Source: an optimization exercise on an open RTL-to-GDS flow (aim: small area, a short achievable clock period and few clock cycles). Production flows keep margins and buffers that such runs may drop.
Where RTL was checked, it was by simulation tests only, not by an equivalence proof against the original.
No functional check of the RTL was part of run 1.
Power is estimated from default activity; no workload was simulated.

==> flow/config.mk <==
export PLATFORM = sky130hd
export DESIGN_NAME = framecore_tx
export DESIGN_NICKNAME = framecore_tx
export VERILOG_FILES = /design/flow/design.v
export SDC_FILE = /design/flow/constraint.sdc
export NUM_CORES = 4
export LEC_CHECK = 0
export CAP_MARGIN = 20
export CORE_MARGIN = 2
export CORE_UTILIZATION = 40
export SETUP_SLACK_MARGIN = 1.5
export SLEW_MARGIN = 20
==> flow/constraint.sdc <==
create_clock -name core_clock -period 5.0 [get_ports {clk}]
set_input_delay 1.0000 -clock core_clock [delete_from_list [all_inputs] [get_ports {clk}]]
set_output_delay 1.0000 -clock core_clock [all_outputs]
set_load 0.01 [all_outputs]
==> flow/design.v <==
module framecore_tx (
    input  wire        clk,
    input  wire        rst,             
    input  wire        cmd_valid,
    output wire        cmd_ready,
    input  wire [2:0]  cmd_op,
    input  wire [6:0]  cmd_len,
    input  wire        cmd_scheme,      
    input  wire [32:0] cmd_gen,
    input  wire [7:0]  cmd_tag_start,
    input  wire [7:0]  cmd_tag_stop,
    input  wire [7:0]  cmd_tag_esc,
    input  wire        in_valid,
    output wire        in_ready,
    input  wire [7:0]  in_data,
    output wire        out_valid,
    input  wire        out_ready,
    output wire [7:0]  out_data,
    output reg         done,
    output reg  [3:0]  res_result,
    output reg  [3:0]  res_errcode,
    output reg  [31:0] res_rem,
    output reg  [7:0]  res_olen
);
    localparam OP_NOP  = 3'd0;
    localparam OP_CENC = 3'd1;
    localparam OP_CVAL = 3'd2;
    localparam OP_PENC = 3'd3;
    localparam OP_PVAL = 3'd4;
    localparam OP_STUF = 3'd5;
    localparam OP_BLD  = 3'd6;
    localparam ERR_NONE    = 3'd0;
    localparam ERR_ILLOP   = 3'd1;
    localparam ERR_RSVD    = 3'd2;
    localparam ERR_BADLEN  = 3'd3;
    localparam ERR_BADGEN  = 3'd4;
    localparam ERR_BADTAGS = 3'd5;
    localparam IDLE  = 0;
    localparam REJ   = 1;    
    localparam START = 2;    
    localparam PAY   = 3;    
    localparam VTAIL = 4;    
    localparam FIN   = 5;    
    localparam CODE  = 6;    
    localparam STOP  = 7;    
    reg  [7:0]  s;
    reg         o_stuff, o_bld, o_val, o_pval, o_emit, o_crc, o_par;
    reg  [2:0]  errc;
    reg  [6:0]  cnt;         
    reg         last;        
    reg  [31:0] R;           
    reg  [31:0] G;           
    reg  [2:0]  rk;          
    reg  [1:0]  rlm;
    reg         rz;          
    reg  [7:1]  h;           
    reg  [2:0]  k;
    reg  [1:0]  lm1;         
    reg  [3:0]  ln;          
    reg  [1:0]  cr;          
    reg         ci0;         
    reg  [7:0]  t_start, t_stop, t_esc;
    reg  [7:0]  b;           
    reg         bv;          
    reg         pend;        
    reg         ov;
    reg  [7:0]  od;
    reg         dp;          
    reg         first;       
    reg         r5, r6;
    reg  [2:0]  re;
    function [2:0] lzc8(input [7:0] x);
        begin
            casez (x)
                8'b1???????: lzc8 = 3'd0;
                8'b01??????: lzc8 = 3'd1;
                8'b001?????: lzc8 = 3'd2;
                8'b0001????: lzc8 = 3'd3;
                8'b00001???: lzc8 = 3'd4;
                8'b000001??: lzc8 = 3'd5;
                8'b0000001?: lzc8 = 3'd6;
                default:     lzc8 = 3'd7;
            endcase
        end
    endfunction
    function [7:1] recip(input [7:0] gt);
        reg [7:0] hh;
        integer i, j;
        begin
            hh[0] = 1'b1;
            for (i = 1; i < 8; i = i + 1) begin
                hh[i] = 1'b0;
                for (j = 1; j <= i; j = j + 1)
                    hh[i] = hh[i] ^ (gt[8 - j] & hh[i - j]);
            end
            recip = hh[7:1];
        end
    endfunction
    function [31:0] div_byte(input [31:0] r, input [31:0] g, input [7:1] hr,
                             input [1:0] lm, input [7:0] bd, input [7:0] ba);
        reg [7:0]  t, hh, q;
        reg [31:0] w;
        integer i, j;
        begin
            t = r[31:24] ^ bd;
            hh = {hr, 1'b1};
            for (i = 0; i < 8; i = i + 1) begin
                q[i] = 1'b0;
                for (j = i; j < 8; j = j + 1)
                    q[i] = q[i] ^ (t[j] & hh[j - i]);
            end
            w = {r[23:0], 8'd0};
            case (lm)
                2'd0: w[31:24] = ba;
                2'd1: w[23:16] = ba;
                2'd2: w[15:8]  = ba;
                default: w[7:0] = ba;
            endcase
            for (i = 0; i < 8; i = i + 1)
                if (q[i]) w = w ^ (g << i);
            div_byte = w;
        end
    endfunction
    function is_tag(input [7:0] x, input [7:0] s0, input [7:0] s1, input [7:0] s2);
        is_tag = (x == s0) || (x == s1) || (x == s2);
    endfunction
    wire        c_takes_len = (cmd_op >= OP_CENC) && (cmd_op <= OP_BLD);
    wire        c_uses_gen  = (cmd_op == OP_CENC) || (cmd_op == OP_CVAL) ||
                              ((cmd_op == OP_BLD) && !cmd_scheme);
    wire        c_uses_par  = (cmd_op == OP_PENC) || (cmd_op == OP_PVAL) ||
                              ((cmd_op == OP_BLD) && cmd_scheme);
    wire        c_uses_tags = (cmd_op == OP_STUF) || (cmd_op == OP_BLD);
    wire        c_tags_ok   = (cmd_tag_start != cmd_tag_stop) &&
                              (cmd_tag_start != cmd_tag_esc) &&
                              (cmd_tag_stop  != cmd_tag_esc);
    wire        c_gen_ok    = (cmd_gen[32:1] != 32'd0);
    reg  [2:0]  c_err;
    always @(*) begin
        if (cmd_op == 3'd7)                          c_err = ERR_ILLOP;
        else if (!c_takes_len && cmd_len != 7'd0)    c_err = ERR_RSVD;
        else if (c_takes_len && cmd_len > 7'd64)     c_err = ERR_BADLEN;
        else if (c_uses_gen && !c_gen_ok)            c_err = ERR_BADGEN;
        else if (c_uses_tags && !c_tags_ok)          c_err = ERR_BADTAGS;
        else                                         c_err = ERR_NONE;
    end
    wire        c_rej = (c_err != ERR_NONE) || (cmd_op == OP_NOP);
    wire        nz4   = |cmd_gen[32:25];
    wire        nz3   = |cmd_gen[24:17];
    wire        nz2   = |cmd_gen[16:9];
    wire [1:0]  c_lm1 = nz4 ? 2'd3 : nz3 ? 2'd2 : nz2 ? 2'd1 : 2'd0;
    wire [2:0]  c_k   = nz4 ? lzc8(cmd_gen[32:25]) : nz3 ? lzc8(cmd_gen[24:17]) :
                        nz2 ? lzc8(cmd_gen[16:9])  : lzc8(cmd_gen[8:1]);
    wire [7:0]  code_b = ({8{ln[3]}} & R[31:24]) | ({8{ln[2]}} & R[23:16]) |
                         ({8{ln[1]}} & R[15:8])  | ({8{ln[0]}} & R[7:0]);
    wire        esc_i  = is_tag(in_data, t_start, t_stop, t_esc);   
    wire        esc_c  = o_emit && is_tag(code_b, t_start, t_stop, t_esc);
    assign      out_valid = ov;
    assign      out_data  = od;
    wire        oslot  = !ov || out_ready;           
    wire        ofree  = oslot && !pend;             
    wire        fin_ok = !dp || ofree;               
    wire        take     = s[PAY] && in_valid && !pend && oslot;
    assign      in_ready = s[PAY] && !pend && oslot;
    wire        start_ld = s[START] && ofree;
    wire        code_ld  = s[CODE] && !bv && !rz && ofree;
    wire        stop_ld  = s[STOP] && ofree;
    wire        pay_ld   = take && o_emit;
    wire        ld       = start_ld || code_ld || stop_ld || pay_ld;
    wire        pend_ld  = pend && oslot;
    wire        cesc     = (pay_ld && esc_i) || (code_ld && esc_c);
    wire        f_b = s[REJ] || (s[FIN] && !bv && !rz);
    wire        f_c = s[PAY] && o_stuff && last && !pend;
    wire        f_d = !pend && ((s[CODE] && !bv && !rz && ci0 && !o_bld) || s[STOP]);
    wire        fin = (f_b && !dp) || (oslot && ((f_b && !pend) || f_d || (f_c && in_valid)));
    assign cmd_ready = s[IDLE] || fin;
    wire        g_free = !o_crc || !(s[PAY] || s[START] || s[VTAIL] || bv);
    wire        clr    = rz && fin_ok;               
    wire        acc    = cmd_valid && cmd_ready;
    wire [4:0]  sh      = {~lm1, k};                  
    wire [31:0] gs      = G;
    wire        vt_step = s[VTAIL] && !bv;
    wire [2:0]  m       = 3'd0 - k;                   
    wire [7:0]  fcur    = vt_step ? 8'd0 : t_start;
    wire [15:0] fpair   = {t_stop, fcur};
    wire [7:0]  fbyte   = fpair >> m;                 
    wire [31:0] r_div   = div_byte(R, gs, h, lm1, b,
                                   o_val ? fbyte : 8'd0);
    wire [7:0]  gt      = gs[31:24];
    always @(*) begin
        done        = dp && ofree;
        res_result  = {1'b0, r5 | r6, r6, r5};
        res_errcode = {1'b0, re};
        res_rem     = R >> {~rlm, rk};
    end
    always @(posedge clk) begin
        h <= recip(gt);
        if (rst) begin
            s        <= 8'd1 << IDLE;
            ov       <= 1'b0;
            pend     <= 1'b0;
            bv       <= 1'b0;
            dp       <= 1'b0;
            R        <= 32'd0;
            rz       <= 1'b0;
            res_olen <= 8'd0;
        end else begin
            if (ld) begin
                ov <= 1'b1;
                if (start_ld)     od <= t_start;
                else if (stop_ld) od <= t_stop;
                else if (pay_ld)  od <= esc_i ? t_esc : in_data;
                else              od <= esc_c ? t_esc : code_b;
                first <= 1'b0;
            end else if (pend_ld) begin
                ov <= 1'b1;
                od <= b;
            end else if (out_ready)
                ov <= 1'b0;
            if (ld || pend_ld)
                res_olen <= (ld && first) ? 8'd1 : res_olen + 8'd1;
            if (pend_ld) pend <= 1'b0;
            if (cesc) pend <= 1'b1;
            if (take)         b <= o_val ? 8'd0 : in_data;
            else if (cesc)    b <= code_b;
            if (take && o_val) t_start <= in_data;
            if (done) dp <= 1'b0;
            if (clr) begin
                R  <= 32'd0;
                rz <= 1'b0;
            end
            if (bv || vt_step) R <= r_div;
            if ((bv || vt_step) && o_val) t_stop <= t_start;
            bv <= take && o_crc;
            if (take && o_par) R[24] <= (R[24] && !rz) ^ (^in_data);
            if (take) begin
                cnt  <= cnt - 7'd1;
                last <= (cnt == 7'd2);
            end
            if (code_ld) begin
                ln  <= ln >> 1;
                cr  <= cr - 2'd1;
                ci0 <= (cr == 2'd1);
            end
            if (start_ld) begin
                s[START] <= 1'b0;
                if (cnt != 7'd0) s[PAY] <= 1'b1; else s[CODE] <= 1'b1;
            end
            if (take && last) begin
                s[PAY] <= 1'b0;
                if (o_val) begin
                    if (m != 3'd0) s[VTAIL] <= 1'b1; else s[FIN] <= 1'b1;
                end else if (o_pval)
                    s[FIN] <= 1'b1;
                else if (!o_stuff)
                    s[CODE] <= 1'b1;
            end
            if (vt_step) begin
                s[VTAIL] <= 1'b0;
                s[FIN]   <= 1'b1;
            end
            if (code_ld && ci0) begin
                s[CODE] <= 1'b0;
                if (o_bld) s[STOP] <= 1'b1;
            end
            if (fin) begin
                s        <= 8'd1 << IDLE;
                dp <= 1'b1;
                re <= errc;
                r6 <= (errc != ERR_NONE);
                r5 <= (errc == ERR_NONE) &&
                      ((o_val && R != 32'd0) || (o_pval && R[24]));
                if (!s[REJ]) begin
                    if (!o_stuff) begin
                        rk  <= k;
                        rlm <= lm1;
                    end
                    if (s[FIN])   res_olen <= 8'd0;
                end
            end
            if (cmd_valid && g_free) G <= cmd_gen[31:0] << {~c_lm1, c_k};
            if (acc) begin
                o_stuff  <= (cmd_op == OP_STUF);
                o_bld    <= (cmd_op == OP_BLD);
                o_val    <= (cmd_op == OP_CVAL);
                o_pval   <= (cmd_op == OP_PVAL);
                o_emit   <= c_uses_tags;
                o_crc    <= c_uses_gen;
                o_par    <= c_uses_par;
                errc     <= c_err;
                cnt      <= cmd_len;
                last     <= (cmd_len == 7'd1);
                t_start  <= cmd_tag_start;
                t_stop   <= (cmd_op == OP_CVAL) ? 8'd0 : cmd_tag_stop;
                t_esc    <= cmd_tag_esc;
                first    <= 1'b1;
                ln       <= 4'b1000;
                cr       <= c_uses_gen ? c_lm1 : 2'd0;
                ci0      <= !c_uses_gen || (c_lm1 == 2'd0);
                if (c_uses_gen) begin
                    k   <= c_k;
                    lm1 <= c_lm1;
                end
                if (c_uses_par) begin
                    k   <= 3'd0;
                    lm1 <= 2'd0;
                end
                rz       <= !c_rej && (c_uses_gen || c_uses_par);
                if (c_rej)
                    s <= 8'd1 << REJ;
                else if (cmd_op == OP_BLD)
                    s <= 8'd1 << START;
                else if (cmd_len != 7'd0)
                    s <= 8'd1 << PAY;
                else if (cmd_op == OP_CENC || cmd_op == OP_PENC)
                    s <= 8'd1 << CODE;
                else
                    s <= 8'd1 << FIN;
            end
        end
    end
endmodule
==> flow/flow/run.sh <==
#!/bin/bash
set -euo pipefail
export BUFFER_PORTS_ARGS="-buffer_cell sky130_fd_sc_hd__buf_2"
bash standard.sh > standard_flow.log 2>&1
==> flow/standard.sh <==
#!/bin/bash
# synth_recipe.tcl (not shown) runs the flow's synth.tcl, then flattens the netlist and writes it again
# the make line also repeats each setting of config.mk as NAME=value (left out here)
make -C /OpenROAD-flow-scripts/flow DESIGN_CONFIG=/design/flow/config.mk WORK_HOME=/design/flow/orfs CLKGATE_MAP_FILE= SYNTH_SCRIPT=/design/flow/synth_recipe.tcl "${@:-finish}"
==> results of run 1 <==
## placed cells by master (no fill, tap or decap), types with 28 or more instances in the layout
master / n
nand2_1: 403
xnor2_1: 229
buf_2: 124
nor2_1: 121
edfxtp_1: 113
xor2_1: 111
mux2i_1: 96
buf_4: 72
dfxtp_1: 58
o21ai_0: 56
a21oi_1: 54
a22o_1: 31
inv_1: 28
## state kept, by name (all words and copies together), names as in the netlist, 8 cells and up
register,count
G,32
t_esc,8
t_start,8
s,8
od,8
t_stop,8
b,8
res_olen,8
R,32
## worst max path at each step
| stage | start | endpoint | slack [ns] | cells after the start |
|---|---|---|---|---|
| after global placement | cmd_gen[17] | G[31]$_DFFE_PP_ | 0.38 | 10 |
| after floorplan | cmd_gen[21] | G[30]$_DFFE_PP_ | 1.45 | 11 |
| final | cmd_gen[9] | G[24]$_DFFE_PP_ | 1.45 | 9 |
| after global routing | cmd_gen[25] | G[24]$_DFFE_PP_ | 1.38 | 13 |
| after CTS | cmd_gen[14] | G[30]$_DFFE_PP_ | 1.49 | 14 |
| after detailed placement | cmd_gen[17] | G[31]$_DFFE_PP_ | 0.34 | 10 |
## worst max-delay path, delay by kind of cell
family	cells	cell delay (ns)
multiplexers	1	0.37
AO/OA/AOI/OAI	4	1.32
AND/OR/NAND/NOR	2	0.65
buffers and inverters	2	0.40
## cells in the mapped netlist, types with 24 or more instances
| library cell | number | share of area |
|---|---|---|
| inv_1 | 29 | 0.0067 |
| nor4_1 | 26 | 0.010 |
| nor2_1 | 126 | 0.029 |
| nor3_1 | 25 | 0.0077 |
| mux2i_1 | 123 | 0.076 |
| nand2_1 | 403 | 0.093 |
| xor2_1 | 113 | 0.061 |
| xnor2_1 | 232 | 0.13 |
| mux2_2 | 28 | 0.019 |
| a22o_1 | 31 | 0.017 |
| dfxtp_1 | 60 | 0.074 |
| buf_2 | 33 | 0.010 |
| o21ai_0 | 62 | 0.019 |
| nand3_1 | 24 | 0.0074 |
| mux4_2 | 25 | 0.035 |
| a21oi_1 | 57 | 0.018 |
| edfxtp_1 | 113 | 0.21 |
| clkbuf_1 | 76 | 0.018 |
## per-stage QoR
| step | std cells | total power, uW |
|---|---|---|
| after floorplan | 1928 | 4941 |
| after CTS | 2533 | 7198 |
| after global routing | 2562 | 7693 |
| after detailed placement | 2474 | 5788 |
| final | 2562 | 7303 |
| after global placement | 2474 | 5742 |
## metal layers
metal,vias to the layer above,global-route usage
met5,-,0
met4,0,0.05164
li1,6879,-
met2,655,0.3857
met3,77,0.03405
met1,7036,0.3409
## power groups by stage
stage / logic [uW] / clock network [uW] / registers [uW]
after floorplan: 3220 / 0 / 1720
after global placement: 3910 / 0 / 1830
after detailed placement: 3950 / 0 / 1830
after CTS: 4000 / 1400 / 1800
after global routing: 4430 / 1450 / 1820
final: 4110 / 1390 / 1810
## kinds of logic (layout without fill, tap and decap cells)
kind of cell             Yosys count  in the layout  share of synthesized area
adder cells (fa/ha/maj)           10             10                   0.007708
buffers and inverters            184            292                    0.05103
AO/OA/AOI/OAI                    312            313                     0.1310
flip-flops                       173            173                     0.2830
other                              1              2                  0.0002310
XOR/XNOR                         360            360                     0.2043
multiplexers                     177            177                     0.1308
AND/OR/NAND/NOR                  710            710                     0.1919
## final cells by class
cell class              instances  area (um2)
repair buffers                227        1594
well taps                     525       656.9
inverters                      33       135.1
fillers                      3794       21090
clock buffers                  21       493.0
multi-input cells            1572       11240
clock inverters                11       111.4
flip-flops and latches        173        4597
## what timing repair did
action                                  in CTS  in global routing
buffers inserted                            26                 27
hold buffers                                 0                  0
endpoints found under the setup margin      91                 58
hold endpoints to repair                     0                  0
cloned                                       1                  0
pin swaps                                   10                 18
gates resized for setup                     29                111
==> flow_metrics.tcl, run 1 <==
set metrics [dict create \
    status "timing/DRC/antenna clean" \
    gr-usage-all-layers 0.2396 \
    drc 0 \
    cp_common_cell "buf_4" \
    placed_area_um2 17170 \
    finalCritPeriodShare 0.7104 \
    final_hold_viol_count 0 \
    drt_wl_total_um 51730 \
    tightest_slew_ns 0.9316 \
    cts_tree "built" \
    worstPathCellList "buf_4, or4_1, o21ai_0, a31oi_1, o21ai_4, buf_4, mux2_2, nor2b_1, a211o_1" \
    die_w_um 205.4 \
    p_seq_frac 0.247 \
    htreeDepth 4 \
    slew_headroom 0.3776 \
    synth-edff-count 113 \
    cts.sinks 173 \
    dr_wl_met2_um 23750 \
    die_y_um 205.4 \
    slowest_delay_ns 0.51 \
    fin_crit_ns 3.552 \
    clockBufferDepth 2 \
    die-area_um2 42210 \
    core_area_um2 39910 \
    crit_required_ns 5.19 \
    avgRoutedWirePerCell_um 20.19 \
    start_kind "primary input" \
    slowest_stage "or4_1" \
    grt_antenna_before_repair 0 \
    setup.worst_path.class "in2reg" \
    comb_power_share 0.563 \
    grt_pass1_vias 13660 \
    drive_above_1_share 0.2037 \
    yosys.cell_types.count 81 \
    route.vias.total 14650 \
    initialDrtViolationCount 1401 \
    rsz0062_at_grt "yes" \
    setup_viol 0 \
    hp-class "reg2reg" \
    synthFlopType "edfxtp_1" \
    clock_power_share 0.190 \
    clkTransAtPathRegs_ns 0.08 \
    initial_core_util 0.4067 \
    syn_area_um2 16230 \
    hold_start "errc[1]$_DFFE_PP_" \
    finalClockSkew_ns 0.01763 \
    hold_ws_ns 0.4792 \
    wl_met1_um 23250 \
    synthArstFlopShare 0 \
    std_cell_rows 73 \
    cts_root_buf "clkbuf_16" \
    slew_viol_final 0 \
    final_area_um2 18830 \
    syn_avg_cell_area_um2 8.423 \
    highest_layer "met4" \
    fin_util 0.4717 \
    synth-seq-cells 173 \
    io_pins 141 \
    crit_path_end_kind "flop" \
    hold_end "re[1]$_DFFE_PP_" \
    p_sw_frac 0.4166 \
    numCtsBuffers 17 \
    grt_pass1_wl_um 79120 \
    crit_fanout 12 \
    max_freq_mhz 281.5 \
    final.setup.tns_ns 0 \
    clk-insertion-delay-late_ns 0.45 \
    powerDensity_nw_per_um2 387.9 \
    worst-r2r-setup-slack_ns 1.60 \
    arrival_ns 3.74 \
    peakVddDrop_mv 0.2817 \
    nets 2115 \
    vias_per_cell 5.717 \
    routed-wl-met3_um 3808 \
    max-cap-violations 0 \
    p_leak_uw 0.007459 \
    pre_cts_ws_ns 0.3436 \
    timing.rr.end "R[16]$_SDFFE_PP0P_" \
    synthToLayoutAreaGrowth_pct 16.00 \
    numPortBuffers 138 \
    setup_slack_ns 1.448 \
    reg2reg_from "R[29]$_SDFFE_PP0P_" \
    min_path_cells 0 \
    grt-ovfl-total 0 \
    ff2ff_path_depth 10 \
    internal_power_uw 4260 \
    grt_start_max_net_pins 39 \
    drtPass1Iterations 5 \
    n_antenna_cell 0 \
    yosysWarnings 1 \
    dpl.hpwl_um 37480 \
    power_switching_uw 3042 \
    ys_seq_area_frac 0.2830 \
    ant_nets 0 \
    synthCells 1927 \
    gp_congestion 0.9381 \
]
==> run 2: changes to the inputs <==
--- a/flow/design.v
+++ b/flow/design.v
@@ -56,9 +56,7 @@
     reg  [7:1]  h;           
     reg  [2:0]  k;
     reg  [1:0]  lm1;         
-    reg  [3:0]  ln;          
-    reg  [1:0]  cr;          
-    reg         ci0;         
+    reg  [1:0]  cl;          
     reg  [7:0]  t_start, t_stop, t_esc;
     reg  [7:0]  b;           
     reg         bv;          
@@ -150,10 +148,17 @@
     wire [1:0]  c_lm1 = nz4 ? 2'd3 : nz3 ? 2'd2 : nz2 ? 2'd1 : 2'd0;
     wire [2:0]  c_k   = nz4 ? lzc8(cmd_gen[32:25]) : nz3 ? lzc8(cmd_gen[24:17]) :
                         nz2 ? lzc8(cmd_gen[16:9])  : lzc8(cmd_gen[8:1]);
-    wire [7:0]  code_b = ({8{ln[3]}} & R[31:24]) | ({8{ln[2]}} & R[23:16]) |
-                         ({8{ln[1]}} & R[15:8])  | ({8{ln[0]}} & R[7:0]);
-    wire        esc_i  = is_tag(in_data, t_start, t_stop, t_esc);   
-    wire        esc_c  = o_emit && is_tag(code_b, t_start, t_stop, t_esc);
+    reg  [7:0]  code_b;
+    always @(*) begin
+        case (cl)
+            2'd0: code_b = R[7:0];
+            2'd1: code_b = R[15:8];
+            2'd2: code_b = R[23:16];
+            default: code_b = R[31:24];
+        endcase
+    end
+    wire [7:0]  cand   = s[CODE] ? code_b : in_data;
+    wire        esc    = o_emit && is_tag(cand, t_start, t_stop, t_esc);
     assign      out_valid = ov;
     assign      out_data  = od;
     wire        oslot  = !ov || out_ready;           
@@ -161,13 +166,14 @@
     wire        fin_ok = !dp || ofree;               
     wire        take     = s[PAY] && in_valid && !pend && oslot;
     assign      in_ready = s[PAY] && !pend && oslot;
+    wire        ci0      = (cl == ~lm1);              
     wire        start_ld = s[START] && ofree;
     wire        code_ld  = s[CODE] && !bv && !rz && ofree;
     wire        stop_ld  = s[STOP] && ofree;
     wire        pay_ld   = take && o_emit;
     wire        ld       = start_ld || code_ld || stop_ld || pay_ld;
     wire        pend_ld  = pend && oslot;
-    wire        cesc     = (pay_ld && esc_i) || (code_ld && esc_c);
+    wire        cesc     = esc && (code_ld || pay_ld);
     wire        f_b = s[REJ] || (s[FIN] && !bv && !rz);
     wire        f_c = s[PAY] && o_stuff && last && !pend;
     wire        f_d = !pend && ((s[CODE] && !bv && !rz && ci0 && !o_bld) || s[STOP]);
@@ -208,8 +214,8 @@
                 ov <= 1'b1;
                 if (start_ld)     od <= t_start;
                 else if (stop_ld) od <= t_stop;
-                else if (pay_ld)  od <= esc_i ? t_esc : in_data;
-                else              od <= esc_c ? t_esc : code_b;
+                else if (esc)     od <= t_esc;
+                else              od <= cand;
                 first <= 1'b0;
             end else if (pend_ld) begin
                 ov <= 1'b1;
@@ -220,8 +226,7 @@
                 res_olen <= (ld && first) ? 8'd1 : res_olen + 8'd1;
             if (pend_ld) pend <= 1'b0;
             if (cesc) pend <= 1'b1;
-            if (take)         b <= o_val ? 8'd0 : in_data;
-            else if (cesc)    b <= code_b;
+            if (take || cesc) b <= o_val ? 8'd0 : cand;
             if (take && o_val) t_start <= in_data;
             if (done) dp <= 1'b0;
             if (clr) begin
@@ -236,11 +241,7 @@
                 cnt  <= cnt - 7'd1;
                 last <= (cnt == 7'd2);
             end
-            if (code_ld) begin
-                ln  <= ln >> 1;
-                cr  <= cr - 2'd1;
-                ci0 <= (cr == 2'd1);
-            end
+            if (code_ld) cl <= cl - 2'd1;
             if (start_ld) begin
                 s[START] <= 1'b0;
                 if (cnt != 7'd0) s[PAY] <= 1'b1; else s[CODE] <= 1'b1;
@@ -293,9 +294,7 @@
                 t_stop   <= (cmd_op == OP_CVAL) ? 8'd0 : cmd_tag_stop;
                 t_esc    <= cmd_tag_esc;
                 first    <= 1'b1;
-                ln       <= 4'b1000;
-                cr       <= c_uses_gen ? c_lm1 : 2'd0;
-                ci0      <= !c_uses_gen || (c_lm1 == 2'd0);
+                cl       <= 2'd3;
                 if (c_uses_gen) begin
                     k   <= c_k;
                     lm1 <= c_lm1;
--- a/flow/config.mk
+++ b/flow/config.mk
@@ -7,6 +7,6 @@
 export LEC_CHECK = 0
 export CAP_MARGIN = 20
 export CORE_MARGIN = 2
-export CORE_UTILIZATION = 40
+export CORE_UTILIZATION = 50
 export SETUP_SLACK_MARGIN = 1.5
 export SLEW_MARGIN = 20
==> flow_metrics.tcl, run 2 <==
set metrics [dict create \
    status "timing/DRC/antenna clean" \
    slowest_stage "or4_4" \
    initialDrtViolationCount 1536 \
    cts_root_buf "clkbuf_16" \
    synth_area_leader_cell "edfxtp_1" \
    ys_seq_area_frac 0.2771 \
    power_switching_uw 2862 \
    critPathBufInv 3 \
    yosysMostFrequentCell "nand2_1" \
    yosys.area_share.xor_xnor 0.1885 \
    powerDensity_nw_per_um2 378.3 \
    arrival_ns 3.75 \
    rsz0062_at_grt "yes" \
    final.setup.tns_ns 0 \
    synthCells 1947 \
    syn_area_um2 16040 \
    die_w_um 183.1 \
    hp-class "reg2reg" \
    crit_required_ns 5.27 \
    p_sw_frac 0.4090 \
    most-common-layout-cells "nand2_1 (437), xnor2_1 (244), buf_2 (140), nor2_1 (118), edfxtp_1 (108)" \
    synth.area.top_cells "edfxtp_1 (20%), xnor2_1 (14%), nand2_1 (10%)" \
    synth_commonest_cells "nand2_1 (438), xnor2_1 (250), nor2_1 (120), mux2i_1 (116), o21ai_0 (110)" \
    drc 0 \
    comb_power_share 0.538 \
    setup_viol 0 \
    dpl.hpwl_um 37160 \
    final_common_cell "nand2_1" \
    fin_crit_ns 3.483 \
    clock_power_share 0.216 \
    internal_power_uw 4136 \
    core_area_um2 31560 \
    synthSimpleGateAreaFrac 0.1971 \
    std_cell_rows 65 \
    route.vias.total 14900 \
    synth.area.mux_share 0.1290 \
    crit_family "simple AND/OR/NAND/NOR gates" \
    crit_fanout 7 \
    drt_wl_total_um 51510 \
    grt_pass1_wl_um 78770 \
    clk-insertion-delay-late_ns 0.44 \
    slowest_delay_ns 0.59 \
    final_hold_viol_count 0 \
    vias_per_cell 5.993 \
    grt_pass1_vias 13640 \
    largestRegisters "G x32, R x32" \
    synthArstFlopShare 0 \
    numCtsBuffers 17 \
    cts.sinks 168 \
    slew_viol_final 0 \
    finalClockSkew_ns 0.008858 \
    synth-seq-cells 168 \
    synth_top_family_by_area "simple AND/OR/NAND/NOR gates" \
    grt_start_max_net_pins 42 \
    grt-ovfl-total 0 \
    crit_path_end_kind "flop" \
    synth-edff-count 108 \
    final_area_um2 18500 \
    gp_congestion 0.9510 \
    max-cap-violations 0 \
    p_seq_frac 0.247 \
    htreeDepth 4 \
    synthFlopType "edfxtp_1" \
    io_pins 141 \
    synth_compound_area_frac 0.1490 \
    clkTransAtPathRegs_ns 0.07 \
    yosys.area_share.adder 0.009361 \
    placed_area_um2 16910 \
    grt_antenna_before_repair 0 \
    yosysWarnings 1 \
    peakVddDrop_mv 0.3283 \
    n_antenna_cell 0 \
    numPortBuffers 138 \
    hold_buffers 0 \
    start_kind "primary input" \
    die_y_um 183.1 \
    syn_avg_cell_area_um2 8.238 \
    drtPass1Iterations 7 \
    yosys.cell_types.count 89 \
    worstPathCellList "buf_2, or4_4, nor2b_4, o41ai_1, o21bai_4, buf_4, buf_4, mux2i_1, mux2_2, nor2_1, a31oi_1, a2bb2oi_1" \
    gr-usage-all-layers 0.3010 \
    drive_above_1_share 0.1972 \
    setup.worst_path.class "in2reg" \
    clockBufferDepth 2 \
    die-area_um2 33530 \
    tightest_slew_ns 0.9150 \
    cp_common_cell "buf_4" \
    p_leak_uw 0.007450 \
    max_freq_mhz 287.1 \
    avgRoutedWirePerCell_um 20.72 \
    slew_headroom 0.3900 \
    finalPower_uw 6998 \
    cts_tree "built" \
    initial_core_util 0.5083 \
    synth_top_area_frac 0.2022 \
    synthToLayoutAreaGrowth_pct 15.33 \
    finalCritPeriodShare 0.6967 \
    fillers 2942 \
    nets 2164 \
    ant_nets 0 \
]
run 2: final cells by class:
cell class,count,area [um2],share of cell area
clock buffers,17,425.4,0.02300
clock inverters,15,235.2,0.01272
inverters,36,143.9,0.007779
multi-input cells,1605,11200,0.6057
flip-flops and latches,168,4448,0.2405
well taps,402,503.0,0.02719
repair buffers,243,1539,0.08320
run 2: kinds of logic (layout without fill, tap and decap cells):
family,count (synthesis),after routing
xor gates and xnor gates,338,339
AOI/OAI and AO/OA,359,360
buffers and inverters,179,311
muxes,164,164
other,1,2
DFF,168,168
adders and majority gates,12,12
and+or+nand+nor,726,728
run 2: worst reg2reg max path: stages (launching register included):
cell and delay (ns):
edfxtp_1 0.45, inv_1 0.10, ha_2 0.24, a222oi_1 0.49, o21ai_1 0.21, mux2i_2 0.31
xor2_1 0.21, nand4_1 0.15, o22ai_2 0.24, a41o_1 0.22, nand2_4 0.13, nor3_2 0.15
or2_4 0.23
run 2: path summary, 6_finish.rpt:
check	startpoint	endpoint	slack, ns	cells after the start
worst min-delay path	errc[2]$_DFFE_PP_	re[2]$_DFFE_PP_	0.46	0
worst max register to register	cl[0]$_SDFFCE_PP1P_	b[7]$_SDFFCE_PP0P_	1.57	12
worst max-delay path	cmd_gen[28]	G[28]$_DFFE_PP_	1.52	12
worst min register to register	errc[2]$_DFFE_PP_	re[2]$_DFFE_PP_	0.46	0
run 2: power by group through the flow:
| stage | sequential (uW) | clock, uW | combinational (uW) |
|---|---|---|---|
| floorplan | 1660 | 0 | 2850 |
| global placement | 1760 | 0 | 3590 |
| detailed placement | 1760 | 0 | 3610 |
| CTS | 1720 | 1520 | 3680 |
| global route | 1740 | 1580 | 4040 |
| finish | 1730 | 1510 | 3760 |
run 2: what timing repair did:
| action | 4_1_cts | 5_1_grt |
|---|---|---|
| pin swaps | 10 | 14 |
| cloned | 2 | 2 |
| buffers inserted | 44 | 27 |
| resized for setup | 29 | 47 |
| setup endpoints to repair | 113 | 76 |
run 2: routing by layer:
layer / up-vias / GRT usage / routed length [um]
met4: 0 / 0.06944 / 974
met1: 7171 / 0.4315 / 22690
li1: 7038 / - / -
met5: - / 0 / 0
met3: 72 / 0.03892 / 3663
met2: 618 / 0.4848 / 24170
run 2: through the flow:
| step | util | hold slack [ns] | worst slack (ns) | instances |
|---|---|---|---|---|
| floorplan | - | 0.4174 | 1.442 | 1948 |
| global placement | 0.5356 | 0.4296 | 0.6744 | 2378 |
| detailed placement | 0.5358 | 0.4302 | 0.5550 | 2379 |
| CTS | 0.5722 | 0.4596 | 1.500 | 2457 |
| global route | 0.5862 | 0.4688 | 1.460 | 2486 |
| finish | 0.5862 | 0.4570 | 1.517 | 2486 |
Testbench counts of run 2, summed over its fixed seeds: cycles 11,623.
==> run 3: changes to the inputs <==
--- a/flow/config.mk
+++ b/flow/config.mk
@@ -7,6 +7,6 @@
 export LEC_CHECK = 0
 export CAP_MARGIN = 20
 export CORE_MARGIN = 2
-export CORE_UTILIZATION = 50
+export CORE_UTILIZATION = 40
 export SETUP_SLACK_MARGIN = 1.5
 export SLEW_MARGIN = 20
==> flow_metrics.tcl, run 3 <==
set metrics [dict create \
    grt_start_max_net_pins 40 \
    final_common_cell "nand2_1" \
    gr-usage-all-layers 0.2403 \
    grt-ovfl-total 0 \
    tightest_slew_ns 1.048 \
    clk-insertion-delay-late_ns 0.45 \
    powerDensity_nw_per_um2 358.4 \
    synth_commonest_cells "nand2_1 (438), xnor2_1 (250), nor2_1 (120), mux2i_1 (116), o21ai_0 (110)" \
    synthToLayoutAreaGrowth_pct 15.17 \
    worstPathCellList "buf_12, buf_12, buf_12, mux4_2, mux4_2, nand2_2, o21ai_1, buf_2" \
    die-area_um2 41720 \
    avgRoutedWirePerCell_um 19.64 \
    stdcell_count 2595 \
    synth-seq-cells 168 \
    start_kind "flop" \
    ant_nets 0 \
    slowest_delay_ns 0.50 \
    status "timing/DRC/antenna clean" \
    synthCells 1947 \
    cp_common_cell "buf_12" \
    syn_area_um2 16040 \
    initialDrtViolationCount 1411 \
    ys_seq_area_frac 0.2771 \
    clockBufferDepth 2 \
    slew_headroom 0.3014 \
    arrival_ns 2.47 \
    cts.sinks 168 \
    finalPower_uw 6621 \
    yosys.cell_types.count 89 \
    drive_above_1_share 0.1957 \
    syn_avg_cell_area_um2 8.238 \
    final_hold_viol_count 0 \
    grt_antenna_before_repair 0 \
    yosysWarnings 1 \
    numCtsBuffers 17 \
    drc 0 \
    htreeDepth 4 \
    crit_path_end_kind "output pin" \
    std_cell_rows 73 \
    synth.area.top_cells "edfxtp_1 (20%), xnor2_1 (14%), nand2_1 (10%)" \
    max_freq_mhz 288.1 \
    synth-edff-count 108 \
    synth_area_leader_cell "edfxtp_1" \
    synthFlopType "edfxtp_1" \
    clkTransAtPathRegs_ns 0.07 \
    most-common-layout-cells "nand2_1 (436), xnor2_1 (247), buf_2 (136), nor2_1 (118), edfxtp_1 (108)" \
    drt_wl_total_um 50960 \
    setup.worst_path.class "reg2out" \
    dpl.hpwl_um 37680 \
    max-cap-violations 0 \
    cts_root_buf "clkbuf_16" \
    drtPass1Iterations 6 \
    crit_fanout 6 \
    peakVddDrop_mv 0.3248 \
    cts_tree "built" \
    final_area_um2 18470 \
    numPortBuffers 138 \
    p_leak_uw 0.007313 \
    hold_buffers 0 \
    io_pins 141 \
    n_antenna_cell 0 \
    die_y_um 204.2 \
    rsz0062_at_grt "yes" \
    final.setup.tns_ns 0 \
    setup_viol 0 \
    hp-class "reg2reg" \
    synth_top_area_frac 0.2022 \
    slowest_stage "mux4_2" \
    slew_viol_final 0 \
    die_w_um 204.2 \
    fin_crit_ns 3.471 \
    fillers 3867 \
    gp_congestion 0.9335 \
    route.vias.total 14670 \
    yosysMostFrequentCell "nand2_1" \
    finalClockSkew_ns 0.01476 \
    placed_area_um2 17020 \
    largestRegisters "G x32, R x32" \
    initial_core_util 0.4046 \
    finalCritPeriodShare 0.6942 \
    crit_required_ns 4.00 \
    synthArstFlopShare 0 \
    grt_pass1_wl_um 78870 \
    nets 2150 \
    grt_pass1_vias 13790 \
    hold_ws_ns 0.4747 \
    core_area_um2 39640 \
    placed_cells 2499 \
    vias_per_cell 5.654 \
]
[run 3: worst paths after layout]
path,start,slack [ns],to,cells past startpoint
max reg2reg,cl[0]$_SDFFCE_PP1P_,1.63,b[7]$_SDFFCE_PP0P_,12
max,rk[0]$_DFFE_PP_,1.53,res_rem[1],8
min reg2reg,errc[0]$_DFFE_PP_,0.47,re[0]$_DFFE_PP_,0
min,errc[0]$_DFFE_PP_,0.47,re[0]$_DFFE_PP_,0
[run 3: cell type report]
class	count	area, um2	area share
Clock buffer	18	450.4	0.02438
Multi-Input combinational cell	1602	11140	0.6030
Sequential cell	168	4446	0.2407
Inverter	36	141.4	0.007654
Clock inverter	14	128.9	0.006976
Timing Repair Buffer	232	1511	0.08182
Tap cell	525	656.9	0.03556
[run 3: power breakdown]
| group | internal [uW] | switching (uW) | total (uW) |
|---|---|---|---|
| sequential | 1580 | 148 | 1720 |
| combinational | 1630 | 1960 | 3590 |
| clock | 687 | 618 | 1310 |
[run 3: metal layers]
| layer | global-route usage | vias to the layer above | part of all wire |
|---|---|---|---|
| li1 | - | 6993 | - |
| met1 | 0.3309 | 7026 | 0.45 |
| met2 | 0.3887 | 567 | 0.46 |
| met3 | 0.02997 | 86 | 0.062 |
| met4 | 0.08204 | 0 | 0.025 |
| met5 | 0 | - | 0 |
[run 3: worst max-delay path: cells and delay by family (launching register included)]
family	cells	cell delay, ns
multiplexers	2	0.92
buffers and inverters	4	0.55
flip-flops	1	0.42
AND/OR/NAND/NOR	1	0.08
AO/OA/AOI/OAI	1	0.05
[run 3: stage by stage]
stage | setup slack [ns] | utilization
after CTS | 1.425 | 0.4565
after detailed placement | 0.5162 | 0.4293
final | 1.529 | 0.4660
after global routing | 1.433 | 0.4660
after global placement | 0.5832 | 0.4293
after floorplan | 1.442 | -
[run 3: repair_timing]
item	CTS	global route
pin swaps	8	14
setup endpoints to repair	99	79
hold endpoints to repair	0	0
buffers inserted	43	20
resized for setup	27	56
cloned	1	0
[run 3: kinds of logic (layout without fill, tap and decap cells)]
group,count (synthesis),in the layout,share of synthesized area
simple gates,726,727,0.1971
compound gates,359,359,0.1490
xor+xnor,338,338,0.1885
buf+inv,179,300,0.04969
flops,168,168,0.2771
mux,164,164,0.1290
fa+ha+maj,12,12,0.009361
other cells,1,2,0.0002338
==> run 4: changes to the inputs <==
--- a/flow/design.v
+++ b/flow/design.v
@@ -65,7 +65,8 @@
     reg  [7:0]  od;
     reg         dp;          
     reg         first;       
-    reg         r5, r6;
+    reg         r6;          
+    reg         rv, rp;      
     reg  [2:0]  re;
     function [2:0] lzc8(input [7:0] x);
         begin
@@ -174,17 +175,18 @@
     wire        ld       = start_ld || code_ld || stop_ld || pay_ld;
     wire        pend_ld  = pend && oslot;
     wire        cesc     = esc && (code_ld || pay_ld);
-    wire        f_b = s[REJ] || (s[FIN] && !bv && !rz);
-    wire        f_c = s[PAY] && o_stuff && last && !pend;
+    wire        f_b = s[REJ] || (s[FIN] && !rz) || (s[VTAIL] && !bv);
+    wire        f_c = s[PAY] && (o_stuff || o_pval) && last && !pend;
     wire        f_d = !pend && ((s[CODE] && !bv && !rz && ci0 && !o_bld) || s[STOP]);
     wire        fin = (f_b && !dp) || (oslot && ((f_b && !pend) || f_d || (f_c && in_valid)));
     assign cmd_ready = s[IDLE] || fin;
-    wire        g_free = !o_crc || !(s[PAY] || s[START] || s[VTAIL] || bv);
+    wire        g_free = !o_crc || !(s[PAY] || s[START] || s[VTAIL] || bv) ||
+                         s[FIN] || vt_step;         
     wire        clr    = rz && fin_ok;               
     wire        acc    = cmd_valid && cmd_ready;
     wire [4:0]  sh      = {~lm1, k};                  
-    wire [31:0] gs      = G;
-    wire        vt_step = s[VTAIL] && !bv;
+    wire [31:0] gs      = G << k;
+    wire        vt_step = s[VTAIL] && !bv && fin_ok;
     wire [2:0]  m       = 3'd0 - k;                   
     wire [7:0]  fcur    = vt_step ? 8'd0 : t_start;
     wire [15:0] fpair   = {t_stop, fcur};
@@ -192,8 +194,10 @@
     wire [31:0] r_div   = div_byte(R, gs, h, lm1, b,
                                    o_val ? fbyte : 8'd0);
     wire [7:0]  gt      = gs[31:24];
+    reg         r5;
     always @(*) begin
         done        = dp && ofree;
+        r5          = (rv && R != 32'd0) || (rp && R[24]);
         res_result  = {1'b0, r5 | r6, r6, r5};
         res_errcode = {1'b0, re};
         res_rem     = R >> {~rlm, rk};
@@ -250,15 +254,9 @@
                 s[PAY] <= 1'b0;
                 if (o_val) begin
                     if (m != 3'd0) s[VTAIL] <= 1'b1; else s[FIN] <= 1'b1;
-                end else if (o_pval)
-                    s[FIN] <= 1'b1;
-                else if (!o_stuff)
+                end else if (!o_stuff && !o_pval)
                     s[CODE] <= 1'b1;
             end
-            if (vt_step) begin
-                s[VTAIL] <= 1'b0;
-                s[FIN]   <= 1'b1;
-            end
             if (code_ld && ci0) begin
                 s[CODE] <= 1'b0;
                 if (o_bld) s[STOP] <= 1'b1;
@@ -268,17 +266,17 @@
                 dp <= 1'b1;
                 re <= errc;
                 r6 <= (errc != ERR_NONE);
-                r5 <= (errc == ERR_NONE) &&
-                      ((o_val && R != 32'd0) || (o_pval && R[24]));
+                rv <= (errc == ERR_NONE) && o_val;
+                rp <= (errc == ERR_NONE) && o_pval;
                 if (!s[REJ]) begin
                     if (!o_stuff) begin
                         rk  <= k;
                         rlm <= lm1;
                     end
-                    if (s[FIN])   res_olen <= 8'd0;
+                    if (s[FIN] || o_val || o_pval) res_olen <= 8'd0;
                 end
             end
-            if (cmd_valid && g_free) G <= cmd_gen[31:0] << {~c_lm1, c_k};
+            if (cmd_valid && g_free) G <= cmd_gen[31:0] << {~c_lm1, 3'd0};
             if (acc) begin
                 o_stuff  <= (cmd_op == OP_STUF);
                 o_bld    <= (cmd_op == OP_BLD);
--- a/flow/config.mk
+++ b/flow/config.mk
@@ -8,5 +8,5 @@
 export CAP_MARGIN = 20
 export CORE_MARGIN = 2
 export CORE_UTILIZATION = 40
-export SETUP_SLACK_MARGIN = 1.5
+export SETUP_SLACK_MARGIN = 1.75
 export SLEW_MARGIN = 20
==> flow_metrics.tcl, run 4 <==
set metrics [dict create \
    ant_nets 0 \
    die_w_um 202.5 \
    grt_start_max_net_pins 46 \
    yosys.cell_types.count 76 \
    hold_buffers 0 \
    die_y_um 202.5 \
    stdcell_count 2494 \
    setup_viol 0 \
    synth.area.top_cells "edfxtp_1 (21%), xnor2_1 (11%), dfxtp_1 (7.6%)" \
    clockBufferDepth 2 \
    synth_commonest_cells "nor2_1 (320), xnor2_1 (200), nand2_1 (141), edfxtp_1 (109), xor2_1 (102)" \
    start_kind "flop" \
    io_pins 141 \
    grt_antenna_before_repair 0 \
    status "timing/DRC/antenna clean" \
    setup_slack_ns 1.563 \
    grt_pass1_vias 13390 \
    synth_area_leader_cell "edfxtp_1" \
    n_antenna_cell 0 \
    max-cap-violations 0 \
    avgRoutedWirePerCell_um 20.53 \
    arrival_ns 2.44 \
    largestRegisters "G x32, R x32" \
    synth_top_area_frac 0.2077 \
    drive_above_1_share 0.2465 \
    yosysWarnings 1 \
    drt_wl_total_um 51200 \
    clkTransAtPathRegs_ns 0.07 \
    synth-seq-cells 169 \
    slew_viol_final 0 \
    crit_path_end_kind "output pin" \
    gp_congestion 0.9340 \
    finalPower_uw 6197 \
    crit_required_ns 4.00 \
    htreeDepth 4 \
    syn_area_um2 15760 \
    synthToLayoutAreaGrowth_pct 20.43 \
    synthFlopType "edfxtp_1" \
    final_common_cell "nor2_1" \
    grt_pass1_wl_um 76570 \
    std_cell_rows 72 \
    clk-insertion-delay-late_ns 0.45 \
    yosysMostFrequentCell "nor2_1" \
    core_area_um2 38740 \
    synth-edff-count 109 \
    drc 0 \
    rsz0062_at_grt "yes" \
    syn_avg_cell_area_um2 8.700 \
    cts_root_buf "clkbuf_16" \
    numPortBuffers 138 \
    hp-class "reg2reg" \
    route.vias.total 14540 \
    crit_fanout 5 \
    vias_per_cell 5.829 \
    initial_core_util 0.4068 \
    slew_headroom 0.2772 \
    gr-usage-all-layers 0.2367 \
    drtPass1Iterations 7 \
    ys_seq_area_frac 0.2840 \
    die-area_um2 40990 \
    cts.sinks 169 \
    final_hold_viol_count 0 \
    initialDrtViolationCount 1525 \
    nets 2055 \
    dpl.hpwl_um 36170 \
    fin_crit_ns 3.437 \
    cts_tree "built" \
    final.setup.tns_ns 0 \
    pre_cts_ws_ns 1.344 \
    synthArstFlopShare 0 \
    peakVddDrop_mv 0.2981 \
    setup.worst_path.class "reg2out" \
    p_leak_uw 0.007349 \
    grt-ovfl-total 0 \
    tightest_slew_ns 1.075 \
    numCtsBuffers 17 \
    max_freq_mhz 291.0 \
    most-common-layout-cells "nor2_1 (314), xnor2_1 (187), nand2_1 (139), buf_2 (135), edfxtp_1 (109)" \
    placed_cells 2387 \
    finalClockSkew_ns 0.01530 \
    synthCells 1811 \
    powerDensity_nw_per_um2 326.6 \
    finalCritPeriodShare 0.6873 \
]
## run 4: through the flow
step | instance area [um2] | hold slack (ns) | util
2_1_floorplan | 15800 | 0.4174 | -
3_3_place_gp | 16900 | 0.4556 | 0.4362
3_5_place_dp | 16900 | 0.4497 | 0.4362
4_1_cts | 18040 | 0.4740 | 0.4657
5_1_grt | 18980 | 0.4795 | 0.4899
6_report | 18980 | 0.4752 | 0.4899
## run 4: what timing repair did
action	4_1_cts	5_1_grt
pin swaps	8	39
setup buffers	31	38
gates resized for setup	75	112
endpoints found under the setup margin	82	97
cloned	2	4
## run 4: worst max-delay path: stages, from the launching register on
cell	delay [ns]
edfxtp_1	0.46
buf_6	0.17
mux4_2	0.53
mux2_4	0.28
nand2_1	0.08
o21ai_2	0.06
mux2_4	0.28
buf_6	0.12
## run 4: final cells by class
type	count	area, um2
Clock inverter	8	82.58
Multi-Input combinational cell	1489	11450
Tap cell	518	648.1
Inverter	46	178.9
Sequential cell	169	4488
Timing Repair Buffer	240	1619
Clock buffer	24	505.5
Fill cell	3632	19760
## run 4: cell families after synthesis
logic type,Yosys count,synth area share
DFF,169,0.2840
adders and majority gates,12,0.009370
other,1,0.0002380
AOI/OAI and AO/OA,322,0.1354
xor gates and xnor gates,320,0.1937
buffers and inverters,157,0.04193
muxes,164,0.1485
and+or+nand+nor,666,0.1869
## run 4: layer usage
metal | vias up | global-route usage | wire, um
met2 | 660 | 0.3652 | 22910
met3 | 102 | 0.03676 | 4097
met1 | 7037 | 0.3475 | 23000
met5 | - | 0 | 0
met4 | 0 | 0.05579 | 1189
li1 | 6739 | - | -
## run 4: power breakdown
part	internal, uW	switching (uW)	total, uW
clock network	763	570	1330
logic	1510	1710	3220
registers	1560	86.8	1650
total	3830	2360	6200
## run 4: path summary, 6_finish.rpt
path / start / end / slack (ns) / cells after the start
worst min register to register: errc[2]$_DFFE_PP_ / re[2]$_DFFE_PP_ / 0.48 / 0
worst max-delay path: rk[0]$_DFFE_PP_ / res_rem[4] / 1.56 / 7
worst max register to register: cl[1]$_SDFFCE_PP1P_ / b[6]$_SDFFCE_PP0P_ / 1.72 / 9
worst min-delay path: errc[2]$_DFFE_PP_ / re[2]$_DFFE_PP_ / 0.48 / 0
Testbench counts of run 4, summed over its fixed seeds: cycles 11,556.
==> run 5: changes to the inputs <==
--- a/flow/config.mk
+++ b/flow/config.mk
@@ -5,8 +5,9 @@
 export SDC_FILE = /design/flow/constraint.sdc
 export NUM_CORES = 4
 export LEC_CHECK = 0
+export ABC_AREA = 1
 export CAP_MARGIN = 20
 export CORE_MARGIN = 2
 export CORE_UTILIZATION = 40
-export SETUP_SLACK_MARGIN = 1.75
+export SETUP_SLACK_MARGIN = 1.5
 export SLEW_MARGIN = 20
==> flow_metrics.tcl, run 5 <==
set metrics [dict create \
    status "timing/DRC/antenna clean" \
    dpl.hpwl_um 48570 \
    initialDrtViolationCount 1854 \
    finalClockSkew_ns 0.01543 \
    max-cap-violations 0 \
    cts_tree "built" \
    cts_root_buf "clkbuf_16" \
    gp_congestion 0.9546 \
    synth_top_area_frac 0.1888 \
    worstPathCellList "buf_4, o21ai_0, mux2i_1, nor2_1, o311ai_0, o21ai_1, buf_2" \
    synthCells 2803 \
    route.vias.total 19060 \
    slowest_delay_ns 0.51 \
    clk-insertion-delay-late_ns 0.46 \
    largestRegisters "G x32, R x32" \
    peakVddDrop_mv 0.2458 \
    hold_end "re[1]$_DFFE_PP_" \
    final.setup.tns_ns 0 \
    start_kind "flop" \
    ff2ff_path_depth 15 \
    drt_wl_total_um 63130 \
    syn_avg_cell_area_um2 6.185 \
    drtPass1Iterations 7 \
    std_cell_rows 76 \
    yosysMostFrequentCell "nand2_1" \
    synth_area_leader_cell "edfxtp_1" \
    p_sw_frac 0.4333 \
    min_path_cells 0 \
    setup.worst_path.class "reg2out" \
    crit_family "compound AO/OA/AOI/OAI gates" \
    vias_per_cell 5.449 \
    synth-seq-cells 169 \
    final_hold_viol_count 0 \
    worst-r2r-setup-slack_ns 1.69 \
    initial_core_util 0.4042 \
    synth_commonest_cells "nand2_1 (860), inv_1 (321), nor2_1 (310), nand3_1 (195), o21ai_0 (183)" \
    synthFlopType "edfxtp_1" \
    placed_cells 3439 \
    reg2reg_from "k[0]$_SDFFCE_PP0P_" \
    crit_required_ns 4.00 \
    nets 2992 \
    finalCritPeriodShare 0.6932 \
    crit_fanout 14 \
    drc 0 \
    yosys.cell_types.count 64 \
    grt_pass1_wl_um 96670 \
    slew_viol_final 0 \
    numCtsBuffers 17 \
    hold_buffers 0 \
    critPathBufInv 2 \
    synth-edff-count 109 \
    io_pins 141 \
    core_area_um2 42890 \
    grt_antenna_before_repair 0 \
    gr-usage-all-layers 0.2768 \
    avgRoutedWirePerCell_um 18.05 \
    synthArstFlopShare 0 \
    die-area_um2 45020 \
    setup_viol 0 \
    internal_power_uw 3201 \
    setup_slack_ns 1.534 \
    most-common-layout-cells "nand2_1 (854), inv_1 (313), nor2_1 (310), nand3_1 (194), o21ai_0 (150)" \
    synth.area.top_cells "edfxtp_1 (19%), nand2_1 (19%), inv_1 (7.0%)" \
    syn_area_um2 17340 \
    grt_pass1_vias 17320 \
    yosysWarnings 1 \
    numPortBuffers 138 \
    clock_power_share 0.238 \
    clkTransAtPathRegs_ns 0.07 \
    p_leak_uw 0.009086 \
    arrival_ns 2.47 \
    die_y_um 212.2 \
    rsz0062_at_grt "yes" \
    fin_util 0.4529 \
    slowest_stage "edfxtp_1" \
    cp.depth 7 \
    crit_path_end_kind "output pin" \
    comb_power_share 0.471 \
    hold_start "errc[1]$_DFFE_PP_" \
    synthToLayoutAreaGrowth_pct 12.02 \
    drive_above_1_share 0.1150 \
    grt_start_max_net_pins 55 \
    max_freq_mhz 288.5 \
    fin_crit_ns 3.466 \
    hold_ws_ns 0.4492 \
    tightest_slew_ns 0.9145 \
    ant_nets 0 \
    pre_cts_ws_ns 0.8279 \
    power_switching_uw 2447 \
    stdcell_count 3498 \
    ys_seq_area_frac 0.2581 \
    powerDensity_nw_per_um2 290.8 \
    slew_headroom 0.3881 \
    final_common_cell "nand2_1" \
    n_antenna_cell 0 \
    clockBufferDepth 2 \
    htreeDepth 4 \
    timing.rr.end "R[16]$_SDFFE_PP0P_" \
    grt-ovfl-total 0 \
    cts.sinks 169 \
    p_seq_frac 0.291 \
    die_w_um 212.2 \
    hp-class "reg2reg" \
]
run 5: repair_timing:
action | CTS | global route
cloned | 3 | 2
resized for setup | 23 | 69
setup endpoints to repair | 87 | 111
buffers inserted | 17 | 5
run 5: cells by family after synthesis:
logic type                 after synthesis  synth area share
and+or+nand+nor                       1539            0.3760
buffers and inverters                  455            0.1069
AOI/OAI and AO/OA                      420            0.1420
xor gates and xnor gates               173           0.08870
DFF                                    169            0.2581
muxes                                   35           0.02021
adders and majority gates               11          0.007939
other                                    1         0.0002163
run 5: worst max-delay path by stage:
stage / start / endpoint / slack, ns
final: rk[0]$_DFFE_PP_ / res_rem[2] / 1.53
after CTS: out_ready / cmd_ready / 1.51
after global placement: out_ready / t_esc[5]$_DFFE_PP_ / 0.91
after detailed placement: out_ready / t_esc[1]$_DFFE_PP_ / 0.83
after global routing: rk[0]$_DFFE_PP_ / res_rem[1] / 1.44
after floorplan: out_ready / G[0]$_SDFFCE_PP0P_ / 1.73
run 5: through the flow:
| step | total power, uW | area, um2 |
|---|---|---|
| 2_1_floorplan | 3627 | 17350 |
| 3_3_place_gp | 4164 | 18410 |
| 3_5_place_dp | 4217 | 18410 |
| 4_1_cts | 5571 | 19200 |
| 5_1_grt | 6019 | 19420 |
| 6_report | 5649 | 19420 |
run 5: power groups by stage:
stage          combinational (uW)  sequential, uW  clock (uW)
3_3_place_gp                 2490            1680           0
5_1_grt                      2950            1650        1420
4_1_cts                      2570            1640        1360
2_1_floorplan                1990            1640           0
6_report                     2660            1650        1340
3_5_place_dp                 2540            1680           0
run 5: final cells by class:
cell class,count,area [um2]
inverters,342,1325
clock buffers,21,491.7
repair buffers,186,1121
flip-flops and latches,169,4477
multi-input cells,2180,11150
well taps,585,732.0
clock inverters,11,93.84
fillers,4543,23470
repair inverters,4,27.53
run 5: per-layer routing:
metal  share of wire  vias to the layer above  track usage  routed length, um
li1                -                     9276            -                  -
met1            0.44                     8938       0.3757              27870
met2            0.46                      732       0.4549              28990
met3           0.069                      114      0.03575               4355
met4           0.030                        0      0.08985               1910
met5               0                        -            0                  0
==> run 6: changes to the inputs <==
--- a/flow/config.mk
+++ b/flow/config.mk
@@ -5,7 +5,6 @@
 export SDC_FILE = /design/flow/constraint.sdc
 export NUM_CORES = 4
 export LEC_CHECK = 0
-export ABC_AREA = 1
 export CAP_MARGIN = 20
 export CORE_MARGIN = 2
 export CORE_UTILIZATION = 40
==> flow_metrics.tcl, run 6 <==
set metrics [dict create \
    drt_wl_total_um 48430 \
    grt_start_max_net_pins 46 \
    worst-r2r-setup-slack_ns 1.53 \
    avgRoutedWirePerCell_um 19.80 \
    drtPass1Iterations 8 \
    cts_tree "built" \
    ff2ff_path_depth 11 \
    synthToLayoutAreaGrowth_pct 13.95 \
    setup_slack_ns 1.525 \
    synth_area_leader_cell "edfxtp_1" \
    core_area_um2 38740 \
    p_leak_uw 0.007008 \
    grt_antenna_before_repair 0 \
    vias_per_cell 5.716 \
    htreeDepth 4 \
    finalCritPeriodShare 0.6950 \
    clkTransAtPathRegs_ns 0.07 \
    finalClockSkew_ns 0.01719 \
    syn_area_um2 15760 \
    drive_above_1_share 0.1800 \
    yosys.cell_types.count 76 \
    largestRegisters "G x32, R x32" \
    initialDrtViolationCount 1160 \
    worstPathCellList "inv_1, ha_1, a222oi_1, mux2i_1, mux2i_4, xor2_1, nand4_1, or4_4, a211o_1, a21oi_4, buf_12" \
    endpoint "b[0]$_SDFFCE_PP0P_" \
    final_hold_viol_count 0 \
    synthFlopType "edfxtp_1" \
    crit_path_end_kind "flop" \
    synthCells 1811 \
    fin_crit_ns 3.475 \
    clk-insertion-delay-late_ns 0.44 \
    yosysMostFrequentCell "nor2_1" \
    start_kind "flop" \
    crit_required_ns 5.16 \
    reg2reg_from "cl[0]$_SDFFCE_PP1P_" \
    die_y_um 202.5 \
    io_pins 141 \
    numCtsBuffers 17 \
    die_w_um 202.5 \
    grt_pass1_vias 13370 \
    drc 0 \
    startpoint "cl[0]$_SDFFCE_PP1P_" \
    fillers 3843 \
    numPortBuffers 138 \
    ant_nets 0 \
    initial_core_util 0.4068 \
    critPathBufInv 2 \
    gp_congestion 0.9003 \
    synth.area.top_cells "edfxtp_1 (21%), xnor2_1 (11%), dfxtp_1 (7.6%)" \
    hp-class "reg2reg" \
    ys_seq_area_frac 0.2840 \
    tightest_slew_ns 1.047 \
    hold_buffers 0 \
    slew_headroom 0.2961 \
    synth-edff-count 109 \
    std_cell_rows 72 \
    grt-ovfl-total 0 \
    clockBufferDepth 2 \
    setup.worst_path.class "reg2reg" \
    max_freq_mhz 287.8 \
    crit_family "compound AO/OA/AOI/OAI gates" \
    peakVddDrop_mv 0.2128 \
    nets 2007 \
    most-common-layout-cells "nor2_1 (319), xnor2_1 (196), nand2_1 (140), buf_2 (138), edfxtp_1 (109)" \
    pre_cts_ws_ns 1.104 \
    multiInputGateArea_um2 10830 \
    final_common_cell "nor2_1" \
    arrival_ns 3.63 \
    final.setup.tns_ns 0 \
    synth-seq-cells 169 \
    stdcell_count 2446 \
    crit_fanout 8 \
    slowest_stage "or4_4" \
    slowest_delay_ns 0.62 \
    cp.depth 11 \
    timing.rr.end "b[0]$_SDFFCE_PP0P_" \
    yosysWarnings 1 \
    max-cap-violations 0 \
    synthArstFlopShare 0 \
    synth_commonest_cells "nor2_1 (320), xnor2_1 (200), nand2_1 (141), edfxtp_1 (109), xor2_1 (102)" \
    grt_pass1_wl_um 76420 \
    cts.sinks 169 \
    syn_avg_cell_area_um2 8.700 \
    placed_cells 2392 \
    cts_root_buf "clkbuf_16" \
    fin_util 0.4635 \
    die-area_um2 40990 \
    slew_viol_final 0 \
    rsz0062_at_grt "yes" \
    status "timing/DRC/antenna clean" \
    setup_viol 0 \
    n_antenna_cell 0 \
    gr-usage-all-layers 0.2341 \
    seq_area_um2 4477 \
    route.vias.total 13980 \
    powerDensity_nw_per_um2 328.0 \
    dpl.hpwl_um 36590 \
    synth_top_area_frac 0.2077 \
]
## run 6: worst min path at each step
stage	startpoint	end	slack (ns)	depth (start not counted)
floorplan	errc[2]$_DFFE_PP_	re[2]$_DFFE_PP_	0.42	0
global placement	errc[0]$_DFFE_PP_	re[0]$_DFFE_PP_	0.46	0
detailed placement	errc[0]$_DFFE_PP_	re[0]$_DFFE_PP_	0.45	0
CTS	errc[0]$_DFFE_PP_	re[0]$_DFFE_PP_	0.48	0
global route	errc[0]$_DFFE_PP_	re[0]$_DFFE_PP_	0.49	0
finish	errc[1]$_DFFE_PP_	re[1]$_DFFE_PP_	0.47	0
## run 6: repair_timing
| action | 4_1_cts | 5_1_grt |
|---|---|---|
| pin swaps | 1 | 3 |
| hold endpoints to repair | 0 | 0 |
| resized for setup | 14 | 34 |
| buffers inserted | 11 | 10 |
| cloned | 0 | 1 |
| setup endpoints to repair | 56 | 51 |
## run 6: area by class of cell
type                       count  area share
tap                          518     0.03610
sequential                   169      0.2493
timing repair buffer         195     0.06774
clock buffer                  23     0.02753
clock inverter                 9    0.006202
multi-input combinational   1486      0.6031
inverter                      46    0.009965
## run 6: cells by family (layout without fill, tap and decap cells)
group	Yosys count	count (layout)	synth area share
AOI/OAI and AO/OA	322	322	0.1354
xor gates and xnor gates	320	320	0.1937
adders and majority gates	12	12	0.009370
buffers and inverters	157	273	0.04193
DFF	169	169	0.2840
muxes	164	164	0.1485
other	1	2	0.0002380
and+or+nand+nor	666	666	0.1869
## run 6: where the power goes
part	internal [uW]	switching [uW]
clock network	804	570
registers	1560	81.8
logic	1340	1530
total	3700	2190
## run 6: layer usage
| layer | vias to the layer above | GRT usage | wire (um) |
|---|---|---|---|
| met5 | - | 0 | 0 |
| met4 | 0 | 0.05396 | 645 |
| met3 | 49 | 0.02681 | 3242 |
| met2 | 539 | 0.3647 | 21950 |
| met1 | 6738 | 0.3473 | 22600 |
| li1 | 6655 | - | - |
## run 6: through the flow
| step | hold WS (ns) | total power [uW] | area (um2) |
|---|---|---|---|
| floorplan | 0.4174 | 3890 | 15770 |
| global placement | 0.4593 | 4442 | 16920 |
| detailed placement | 0.4465 | 4480 | 16920 |
| CTS | 0.4803 | 5867 | 17720 |
| global route | 0.4918 | 6191 | 17950 |
| finish | 0.4701 | 5890 | 17950 |
==> run 7: changes to the inputs <==
--- a/flow/config.mk
+++ b/flow/config.mk
@@ -8,5 +8,7 @@
 export CAP_MARGIN = 20
 export CORE_MARGIN = 2
 export CORE_UTILIZATION = 40
+export CTS_BUF_LIST = sky130_fd_sc_hd__clkbuf_4 sky130_fd_sc_hd__clkbuf_8
 export SETUP_SLACK_MARGIN = 1.5
 export SLEW_MARGIN = 20
+export TNS_END_PERCENT = 10
==> flow_metrics.tcl, run 7 <==
set metrics [dict create \
    fin_util 0.4620 \
    cts.sinks 169 \
    crit_path_end_kind "flop" \
    crit_fanout 34 \
    synthArstFlopShare 0 \
    syn_avg_cell_area_um2 8.700 \
    htreeDepth 4 \
    final_hold_viol_count 0 \
    largestRegisters "G x32, R x32" \
    final.setup.tns_ns 0 \
    die_y_um 202.5 \
    synthFlopType "edfxtp_1" \
    tightest_slew_ns 0.9820 \
    numPortBuffers 138 \
    synth_top_area_frac 0.2077 \
    p_leak_uw 0.006961 \
    initial_core_util 0.4068 \
    ys_seq_area_frac 0.2840 \
    slew_headroom 0.3440 \
    most-common-layout-cells "nor2_1 (319), xnor2_1 (196), nand2_1 (140), buf_2 (138), edfxtp_1 (109)" \
    grt_pass1_vias 12970 \
    finalClockSkew_ns 0.02071 \
    slowest_stage "ha_2" \
    initialDrtViolationCount 1502 \
    nets 2016 \
    setup.worst_path.class "reg2reg" \
    status "timing/DRC/antenna clean" \
    yosysMostFrequentCell "nor2_1" \
    drt_wl_total_um 49540 \
    drc 0 \
    max-cap-violations 0 \
    final_common_cell "nor2_1" \
    io_pins 141 \
    synthCells 1811 \
    powerDensity_nw_per_um2 311.2 \
    grt_antenna_before_repair 1 \
    grt-ovfl-total 0 \
    setup_viol 0 \
    avgRoutedWirePerCell_um 20.18 \
    clk-insertion-delay-late_ns 0.50 \
    finalCritPeriodShare 0.7089 \
    worst-r2r-setup-slack_ns 1.46 \
    vias_per_cell 5.758 \
    die-area_um2 40990 \
    gr-usage-all-layers 0.2359 \
    worstPathCellList "buf_4, inv_1, ha_2, mux4_2, a22oi_1, nor2b_1, xnor3_1, xnor2_1, a22o_1" \
    syn_area_um2 15760 \
    fin_crit_ns 3.545 \
    crit_family "compound AO/OA/AOI/OAI gates" \
    std_cell_rows 72 \
    grt_pass1_wl_um 76170 \
    synth_area_leader_cell "edfxtp_1" \
    drtPass1Iterations 6 \
    start_kind "flop" \
    rsz0062_at_grt "yes" \
    n_antenna_cell 0 \
    clkTransAtPathRegs_ns 0.10 \
    yosys.cell_types.count 76 \
    critPathBufInv 2 \
    crit_required_ns 5.43 \
    synth.area.top_cells "edfxtp_1 (21%), xnor2_1 (11%), dfxtp_1 (7.6%)" \
    synth-seq-cells 169 \
    max_freq_mhz 282.1 \
    gp_congestion 0.9560 \
    core_area_um2 38740 \
    synth_commonest_cells "nor2_1 (320), xnor2_1 (200), nand2_1 (141), edfxtp_1 (109), xor2_1 (102)" \
    cts_root_buf "clkbuf_8" \
    numCtsBuffers 17 \
    ant_nets 0 \
    clockBufferDepth 2 \
    die_w_um 202.5 \
    route.vias.total 14140 \
    dpl.hpwl_um 37040 \
    peakVddDrop_mv 0.1786 \
    arrival_ns 3.98 \
    slowest_delay_ns 0.55 \
    synthToLayoutAreaGrowth_pct 13.59 \
    yosysWarnings 1 \
    synth-edff-count 109 \
    cts_tree "built" \
    grt_start_max_net_pins 46 \
    drive_above_1_share 0.1993 \
    slew_viol_final 0 \
    hp-class "reg2reg" \
]
[run 7: cell types whose count changed in the layout (fill, tap and decap cells not counted), moves of 3 or more]
cell       delta
clkbuf_8     +18
mux2i_2      +15
clkbuf_16    -20
o21ai_1       -3
inv_6         +3
o21ai_0       +3
clkbuf_1      -3
mux2i_1      -15
buf_4        +10
[run 7: stage by stage]
stage / area [um2] / setup slack (ns) / hold WS (ns) / total power [uW] / instances
2_1_floorplan: 15770 / 1.387 / 0.4174 / 3890 / 1812
3_3_place_gp: 16920 / 0.9981 / 0.4654 / 4459 / 2392
4_1_cts: 17640 / 1.454 / 0.4905 / 5524 / 2443
5_1_grt: 17900 / 1.335 / 0.5184 / 5856 / 2455
6_report: 17900 / 1.455 / 0.4926 / 5569 / 2455
3_5_place_dp: 16920 / 0.9285 / 0.4626 / 4484 / 2392
[run 7: logic make-up after synthesis]
group | synth area share
compound gates | 0.1354
xor+xnor | 0.1937
fa+ha+maj | 0.009370
buf+inv | 0.04193
flops | 0.2840
mux | 0.1485
other cells | 0.0002380
simple gates | 0.1869
[run 7: where the power goes]
part	total, uW	internal, uW	switching, uW
Clock	1020	477	544
Combinational	2910	1350	1560
Sequential	1640	1560	81.8
Total	5570	3380	2190
[run 7: timing repair]
item                                    4_1_cts  5_1_grt
gates resized for setup                      40       36
endpoints found under the setup margin       71       68
gates cloned                                  0        0
endpoints found under the hold margin         0        0
pin swaps                                     1       10
buffers inserted                             19       12
hold buffers                                  0        0
[run 7: final timing paths]
check	start	endpoint	cells after the start
max	k[1]$_SDFFCE_PP0P_	R[7]$_SDFFE_PP0P_	9
min reg2reg	errc[1]$_DFFE_PP_	re[1]$_DFFE_PP_	0
max reg2reg	k[1]$_SDFFCE_PP0P_	R[7]$_SDFFE_PP0P_	9
min	errc[1]$_DFFE_PP_	re[1]$_DFFE_PP_	0
[run 7: final cells by class]
type / instances / area [um2]
multi-input combinational: 1486 / 10940
clock buffer: 20 / 262.8
inverter: 46 / 182.7
tap: 518 / 648.1
clock inverter: 12 / 137.6
timing repair buffer: 204 / 1249
sequential: 169 / 4477
fill: 3823 / 20840
[run 7: metal layers]
layer	wire length (um)	vias to the layer above	global-route usage
met5	0	-	0
met4	692	0	0.05813
met3	3557	59	0.02986
met2	21840	591	0.3518
met1	23460	6826	0.3598
li1	-	6660	-

Re-timed with assumed drivers on the ports (clkbuf_16 on the clock, buf_2 on other inputs), run 7 has 1.427 ns of setup slack against 1.455 ns with ideal ports, and 1.174 ns once port delays also move by the mid clock arrival of 0.534 ns.
